What follows belongs to an exercise in optimizing a design on an open flow for small area and few clock cycles; a production flow would make more cautious choices.
Only simulation tests tie the RTL to the original design; equivalence was not proved.
The clock input has no modelled driver; a real chip could not lean on it and would need a root buffer or a full tree.
Power and IR drop assume default switching activity.

==> job 1827 <==
==> flow/design.v (excerpt) <==
module osc2midi_bridge (
    input  wire       clk,
    input  wire       rst,
    input  wire       in_valid,
    output wire       in_ready,
    input  wire [7:0] in_byte,
    input  wire       in_bye,
    output wire       out_valid,
    input  wire       out_ready,
    output wire [7:0] out_data,
    output wire       out_last,
    input  wire       rx_valid,
    output wire       rx_ready,
    input  wire [7:0] rx_data,
    input  wire       rx_last,
    output wire       mo_valid,
    input  wire       mo_ready,
    output wire [7:0] mo_data,
    output wire       mo_bye
);
export LEC_CHECK = 0
export ABC_AREA = 1
export CAP_MARGIN = 20
export CORE_MARGIN = 2
export CORE_UTILIZATION = 40
export SLEW_MARGIN = 20
create_clock -name core_clock -period 6.0 [get_ports {clk}]
standard.sh (not shown) runs the stock make flow with config.mk's settings and CLKGATE_MAP_FILE= SYNTH_SCRIPT=/design/flow/synth_recipe.tcl, a recipe that flattens the netlist after the stock synthesis.
==> flow/flow/run.sh <==
#!/bin/bash
# Own layout flow: the standard synthesis, its combinational logic re-mapped
# for area (registers untouched), then the standard layout steps.
set -euo pipefail
HERE=$(pwd)
R=$HERE/orfs/results/$FLOW_PLATFORM/osc2midi_bridge/base
YOSYS=$FLOW_HOME/../tools/install/yosys/bin/yosys
[[ -x $YOSYS ]] || YOSYS=yosys

bash standard.sh synth > "$HERE/std_synth.log" 2>&1

LIB=$FLOW_HOME/platforms/$FLOW_PLATFORM/lib/sky130_fd_sc_hd__tt_025C_1v80.lib
DU=""
for c in $(sed -n '/^export DONT_USE_CELLS/,/^$/p' $FLOW_HOME/platforms/$FLOW_PLATFORM/config.mk | tr -d '\\' | sed 's/export DONT_USE_CELLS += //'); do
  DU="$DU -dont_use $c"
done
cp "$R/1_2_yosys.v" "$HERE/std_netlist.v"
# a few randomised deep-synthesis runs side by side; keep the smallest
for seed in 1 2 3 4; do
  sed "s/@SEED@/$seed/" flow/reabc.abc.in > "$HERE/reabc_$seed.abc"
  LIB=$LIB NETLIST_IN=$HERE/std_netlist.v NETLIST_OUT=$HERE/reabc_netlist_$seed.v TOP=$FLOW_TOP \
    ABC_SCRIPT=$HERE/reabc_$seed.abc DONT_USE_ARGS="$DU" \
    $YOSYS -c flow/reabc.tcl > "$HERE/reabc_$seed.log" 2>&1 &
done
wait
best=""; best_area=""
for seed in 1 2 3 4; do
  a=$(grep -m1 "Chip area for module" "$HERE/reabc_$seed.log" | awk '{print $NF}' || true)
  [[ -n "$a" && -s "$HERE/reabc_netlist_$seed.v" ]] || continue
  if [[ -z "$best" ]] || awk "BEGIN{exit !($a < $best_area)}"; then best=$seed; best_area=$a; fi
done
echo "reabc: seed $best area $best_area" > "$HERE/reabc_choice.log"
if [[ -n "$best" ]]; then cp "$HERE/reabc_netlist_$best.v" "$R/1_2_yosys.v"; fi
rm -f "$R/1_synth.odb" "$R/1_synth.sdc"

# port buffers: the smallest buffer; clock tree: few strong buffers, no dummy loads
export BUFFER_PORTS_ARGS="-buffer_cell sky130_fd_sc_hd__buf_1"
export CTS_ARGS="$(cat flow/cts_args.txt)"
bash standard.sh finish > "$HERE/std_finish.log" 2>&1
==> flow/flow/reabc.abc.in <==
strash
dc2
&get -n
&deepsyn -T 120 -S @SEED@
&put
dch -f
amap
Other scripts of this flow, unchanged in this note and not shown: flow/flow/cts_args.txt, flow/flow/reabc.tcl
==> inputs of job 4182, as changes to job 1827 <==
--- a/flow/design.v
+++ b/flow/design.v
@@ -29,45 +29,45 @@
     wire [3:0] cin = (rs[7:4] != 4'hF) ? rs[7:4] : (rs[1:0] == 2'b10) ? 4'h3 : 4'h2;
     wire is_rt     = (b[7:3] == 5'b11111);
     wire is_f7     = (b == 8'hF7);
     wire is_f0     = (b == 8'hF0);
     wire is_status = b[7] && !is_rt;
     wire is_f46    = (b[7:2] == 6'b111101) && (b[1:0] != 2'b11);
     wire is_data   = !b[7];
-    wire f7_1 = is_f7 && (n == 2'd1);
-    wire f7_2 = is_f7 && (n == 2'd2);
-    wire one  = !sx && (exp_cnt == 2'd1);       
+    wire f7_1 = is_f7 && n[0];
+    wire f7_2 = is_f7 && n[1];
+    wire one  = !sx && exp_cnt[0];       
     reg  [3:0] cin_f;
     reg  [7:0] p0, p1, p2;
     always @(*) begin
         if (b[7]) begin
             emit  = is_rt || is_f46 || (is_f7 && sx);
             cin_f = is_rt ? 4'hF : f7_2 ? 4'h7 : f7_1 ? 4'h6 : 4'h5;
             p0    = (f7_1 || f7_2) ? rs : b;
             p1    = f7_1 ? b : f7_2 ? {1'b0, b1} : 8'h00;
             p2    = f7_2 ? b : 8'h00;
         end else begin
-            emit  = sx ? (n == 2'd2) : (one || (exp_cnt == 2'd2 && n == 2'd2));
+            emit  = sx ? n[1] : (one || (exp_cnt[1] && n[1]));
             cin_f = sx ? 4'h4 : cin;
             p0    = rs;
             p1    = one ? b : {1'b0, b1};
             p2    = one ? 8'h00 : b;
         end
         pkt = {4'h0, cin_f, p0, p1, p2};
     end
     reg [1:0] n_d;
     always @(*) begin
         if (is_status)
             n_d = 2'd1;
         else if (is_rt)
             n_d = n;
         else if (sx)
-            n_d = (n == 2'd2) ? 2'd0 : n + 2'd1;
+            n_d = n[1] ? 2'd0 : {n[0], !n[0]};
         else
-            n_d = (exp_cnt == 2'd2 && n == 2'd1) ? 2'd2 : 2'd1;
+            n_d = (exp_cnt[1] && n[0]) ? 2'd2 : 2'd1;
     end
     always @(posedge clk) begin
         if (rst) begin
             rs <= 8'h00;
             n  <= 2'd0;
             sx <= 1'b0;
         end else if (strobe) begin
@@ -75,15 +75,15 @@
                 rs <= b;
             n <= n_d;
             if (is_status)
                 sx <= is_f0;
         end
     end
     always @(posedge clk) begin
-        if (strobe && n == 2'd1)
+        if (strobe && n[0])
             b1 <= b[6:0];
     end
 endmodule
 module osc2midi_tx (
     input  wire       clk,
     input  wire       rst,
     input  wire       in_valid,
@@ -99,18 +99,18 @@
     reg        h_bye;               
     reg  [7:0] h_byte;              
     reg  [4:0] idx;                 
     wire        dec_emit;
     wire [31:0] dec_pkt;
     wire want = full && (h_bye || dec_emit);
     assign out_valid = (idx != 5'd0) || want;
-    assign out_last  = (idx == 5'd30) || (idx == 5'd15 && h_bye);
+    assign out_last  = (&idx[4:1]) || (&idx[3:0] && h_bye);
     wire xfer = out_valid && out_ready;
-    wire done = full && (h_bye    ? (idx == 5'd15 && out_ready) :
-                         dec_emit ? (idx == 5'd27 && out_ready) : 1'b1);
+    wire done = full && (h_bye    ? (&idx[3:0] && out_ready) :                      
+                         dec_emit ? (&{idx[4:3], idx[1:0]} && out_ready) : 1'b1);   
     assign in_ready = !full || done;
     osc2midi_decoder u_dec (
         .clk     (clk),
         .rst     (rst),
         .strobe  (done && !h_bye),
         .in_byte (h_byte),
         .emit    (dec_emit),
@@ -202,28 +202,26 @@
     input  wire       mo_ready,
     output reg  [7:0] mo_data,
     output wire       mo_bye
 );
     reg [4:0]  cnt;                 
     wire       alive = (cnt != 5'd31);    
     reg        kind;                
-    reg [1:0]  len;                 
     reg [23:0] val;                 
-    reg        o_bye;               
+    reg        o_act;               
     reg [1:0]  o_rem;               
-    wire       o_act = o_bye || (o_rem != 2'd0);    
-    wire [1:0] o_idx = len - o_rem;                  
+    wire       o_bye = o_act && (o_rem == 2'd0);
     assign rx_ready = !(o_act && alive && (cnt[4] || cnt[3:0] == 4'd15));
     wire accept = rx_valid && rx_ready;
     assign mo_valid = o_act;
     assign mo_bye   = o_bye;
     always @(*) begin
-        case (o_idx)
-            2'd0:    mo_data = val[23:16];
-            2'd1:    mo_data = val[15:8];
+        case (o_rem)
+            2'd3:    mo_data = val[23:16];
+            2'd2:    mo_data = val[15:8];
             default: mo_data = val[7:0];
         endcase
     end
     reg [7:0] pfx;
     always @(*) begin
         case (cnt)
             5'd0:  pfx = 8'h2F;
@@ -271,48 +269,50 @@
             4'h2, 4'h6, 4'hC, 4'hD: cin_len = 2'd2;
             4'h5, 4'hF:             cin_len = 2'd1;
             default:                cin_len = 2'd3;
         endcase
     end
     wire ok      = alive && match;
     wire fin_bye = ok && !kind && (cnt == 5'd15);
-    wire fin_ev  = ok && (cnt == 5'd27) && (len != 2'd0);
+    wire at27    = &{cnt[4:3], cnt[1:0]};
+    wire fin_ev  = ok && at27 && (o_rem != 2'd0);
     always @(posedge clk) begin
         if (rst)
             cnt <= 5'd0;
         else if (accept) begin
             if (rx_last)
                 cnt <= 5'd0;
-            else if (!ok || cnt == 5'd27 || fin_bye)
+            else if (!ok || at27 || fin_bye)
                 cnt <= 5'd31;
             else
                 cnt <= cnt + 5'd1;
         end
     end
     always @(posedge clk) begin
         if (accept && cnt == 5'd10)
             kind <= rx_data[0];
-        if (accept && alive && cnt == 5'd21)
-            len <= cin_len;
-        if (accept && alive && in_hex && (cnt[3] || cnt[1]))       
+        if (accept && alive && in_hex && (cnt[3] || cnt[1]) &&    
+            (cnt[3] ? (cnt[1] ? o_rem == 2'd3 : o_rem[1]) : o_rem != 2'd0))
             val <= {val[19:0], ch_val};
     end
     always @(posedge clk) begin
-        if (rst) begin
-            o_bye <= 1'b0;
+        if (rst)
+            o_act <= 1'b0;
+        else if (accept && (fin_bye || fin_ev))
+            o_act <= 1'b1;
+        else if (mo_ready && o_rem[1] == 1'b0)
+            o_act <= 1'b0;
+    end
+    always @(posedge clk) begin
+        if (accept && fin_bye)
             o_rem <= 2'd0;
-        end else if (accept && fin_bye) begin
-            o_bye <= 1'b1;
-        end else if (accept && fin_ev) begin
-            o_rem <= len;
-        end else if (mo_ready) begin
-            o_bye <= 1'b0;
-            if (o_rem != 2'd0)
-                o_rem <= o_rem - 2'd1;
-        end
+        else if (accept && alive && cnt == 5'd21)
+            o_rem <= cin_len;
+        else if (o_act && mo_ready)
+            o_rem <= o_rem - 2'd1;
     end
 endmodule
 module osc2midi_bridge (
     input  wire       clk,
     input  wire       rst,
     input  wire       in_valid,
     output wire       in_ready,
--- a/flow/flow/run.sh
+++ b/flow/flow/run.sh
@@ -29,11 +29,12 @@
   [[ -n "$a" && -s "$HERE/reabc_netlist_$seed.v" ]] || continue
   if [[ -z "$best" ]] || awk "BEGIN{exit !($a < $best_area)}"; then best=$seed; best_area=$a; fi
 done
 echo "reabc: seed $best area $best_area" > "$HERE/reabc_choice.log"
 if [[ -n "$best" ]]; then cp "$HERE/reabc_netlist_$best.v" "$R/1_2_yosys.v"; fi
 rm -f "$R/1_synth.odb" "$R/1_synth.sdc"
 
-# port buffers: the smallest buffer; clock tree: few strong buffers, no dummy loads
+# port buffers: the smallest buffer; clock tree: built by flow/pre_cts.tcl
 export BUFFER_PORTS_ARGS="-buffer_cell sky130_fd_sc_hd__buf_1"
 export CTS_ARGS="$(cat flow/cts_args.txt)"
+export PRE_CTS_TCL="$HERE/flow/pre_cts.tcl"
 bash standard.sh finish > "$HERE/std_finish.log" 2>&1
==> flow/flow/pre_cts.tcl (new file) <==
# Clock tree for a small design: the flip-flops are split into four groups
# by location (median cuts in x, then in y); a leaf buffer at each group's
# centre drives its clock pins, and one root buffer, driven by the clock
# port, drives the four leaves. clock_tree_synthesis is then left with
# nothing to build.
set block [ord::get_db_block]
set db [ord::get_db]
set leaf_master [$db findMaster sky130_fd_sc_hd__clkbuf_8]
set root_master [$db findMaster sky130_fd_sc_hd__clkbuf_4]
set clknet [$block findNet clk]

set sinks {}
foreach it [$clknet getITerms] {
  set bb [[$it getInst] getBBox]
  lappend sinks [list $it [expr {([$bb xMin] + [$bb xMax]) / 2}] [expr {([$bb yMin] + [$bb yMax]) / 2}]]
}

proc split_half {items key} {
  set s [lsort -integer -index $key $items]
  set h [expr {[llength $s] / 2}]
  return [list [lrange $s 0 [expr {$h - 1}]] [lrange $s $h end]]
}

set groups {}
foreach half [split_half $sinks 1] {
  foreach q [split_half $half 2] {
    lappend groups $q
  }
}

set root [odb::dbInst_create $block $root_master clkbuf_root]
set rootnet [odb::dbNet_create $block clknet_root]
$rootnet setSigType CLOCK
[$root findITerm A] connect $clknet
[$root findITerm X] connect $rootnet

set k 0
set rx 0
set ry 0
foreach g $groups {
  set leaf [odb::dbInst_create $block $leaf_master clkbuf_leaf_$k]
  set net [odb::dbNet_create $block clknet_leaf_$k]
  $net setSigType CLOCK
  set sx 0
  set sy 0
  foreach s $g {
    set it [lindex $s 0]
    $it disconnect
    $it connect $net
    set sx [expr {$sx + [lindex $s 1]}]
    set sy [expr {$sy + [lindex $s 2]}]
  }
  set n [llength $g]
  [$leaf findITerm A] connect $rootnet
  [$leaf findITerm X] connect $net
  $leaf setLocation [expr {$sx / $n}] [expr {$sy / $n}]
  $leaf setPlacementStatus PLACED
  set rx [expr {$rx + $sx / $n}]
  set ry [expr {$ry + $sy / $n}]
  puts "clock leaf buffer $k drives $n sinks"
  incr k
}
$root setLocation [expr {$rx / $k}] [expr {$ry / $k}]
$root setPlacementStatus PLACED
global_connect

rename clock_tree_synthesis orig_clock_tree_synthesis
proc clock_tree_synthesis {args} {
  puts "clock_tree_synthesis skipped: clock buffers placed by pre_cts.tcl"
  set_propagated_clock [all_clocks]
}
==> flow/flow/reabc.abc.in (replaced) <==
strash
dc2
&get -n
&deepsyn -T 120 -S @SEED@
&put
strash
&get -n
&dch -f
&nf -R 1000
&put
mfs3 -a
==> qor summary <==
|  | job 1827 | job 4182 |
|---|---|---|
| Clock network fraction of total power | 30.3% | 23.3% |
| Global Route met2 Usage | 27.9% | 27.7% |
| Met1 track utilization from global routing | 28.8% | 26.4% |
| Slowest cell on crit path | or4_1 | edfxtp_1 |
| Number of vias after detailed routing | 3,444 | 3,158 |
| Met3 Wirelength | 713 um | 444 um |
| Tot GR Track Use | 19.6% | 17.3% |
| DRT met1 WL | 4410 um | 4090 um |
| End of the worst register-to-register path | u_rx.cnt[2] | u_tx.u_dec.rs[0] |
| Placer congestion estimate | 1.03 | 0.889 |
| Tightest hold margin | 0.428 ns | 0.459 ns |
| Biggest cell delay along the critical path | 0.52 ns | 0.53 ns |
| Power per standard cell area | 229 nW/um^2 | 216 nW/um^2 |
| Run status | complete, no violations | complete, no violations |
| Synthesized area per cell | 8.12 sq um | 9.00 sq um |
| Logic pwr share | 12.6% | 14.3% |
| Sequential standard cell area | 1790 sq um | 1730 sq um |
| CP Buf/Inv Count | 4 | 1 |
Testbench counts of job 1827, summed over its fixed seeds: cycles 103,846.
Testbench counts of job 4182, summed over its fixed seeds: cycles 103,846.
The clock cells of job 4182 come from the design's own scripts or RTL, not from TritonCTS.

-- re-timing with driven ports --
In the flow no input, the clock included, has a driving cell. The finished layouts below were timed again as built, in two steps.
Step 1 (the two cells are an assumption about what drives the block):
set clk [get_ports {clk}]
set_driving_cell -lib_cell sky130_fd_sc_hd__clkbuf_16 $clk
set_driving_cell -lib_cell sky130_fd_sc_hd__buf_2 [delete_from_list [all_inputs] $clk]
Step 2 times the ports against the registers' clock, not the clock port: input delays grow and output delays shrink by t, the midpoint of the rising clock arrivals with the driver on.
Slacks: ideal / step 1 / step 2; pairs: ideal / step 1.
| run | shift t [ns] | setup slack, ns | hold slack, ns | latest minus earliest clock arrival (ns) | cell pins on the clock port's net |
|---|---|---|---|---|---|
| job 1827 | 0.363 | 0.385 / 0.350 / 0.714 | 0.428 / 0.428 / 0.428 | 0.022 / 0.023 | 1 |
| job 4182 | 0.392 | 1.056 / 1.029 / 1.421 | 0.459 / 0.459 / 0.459 | 0.009 / 0.009 | 1 |
After both steps every run listed still meets setup and hold.
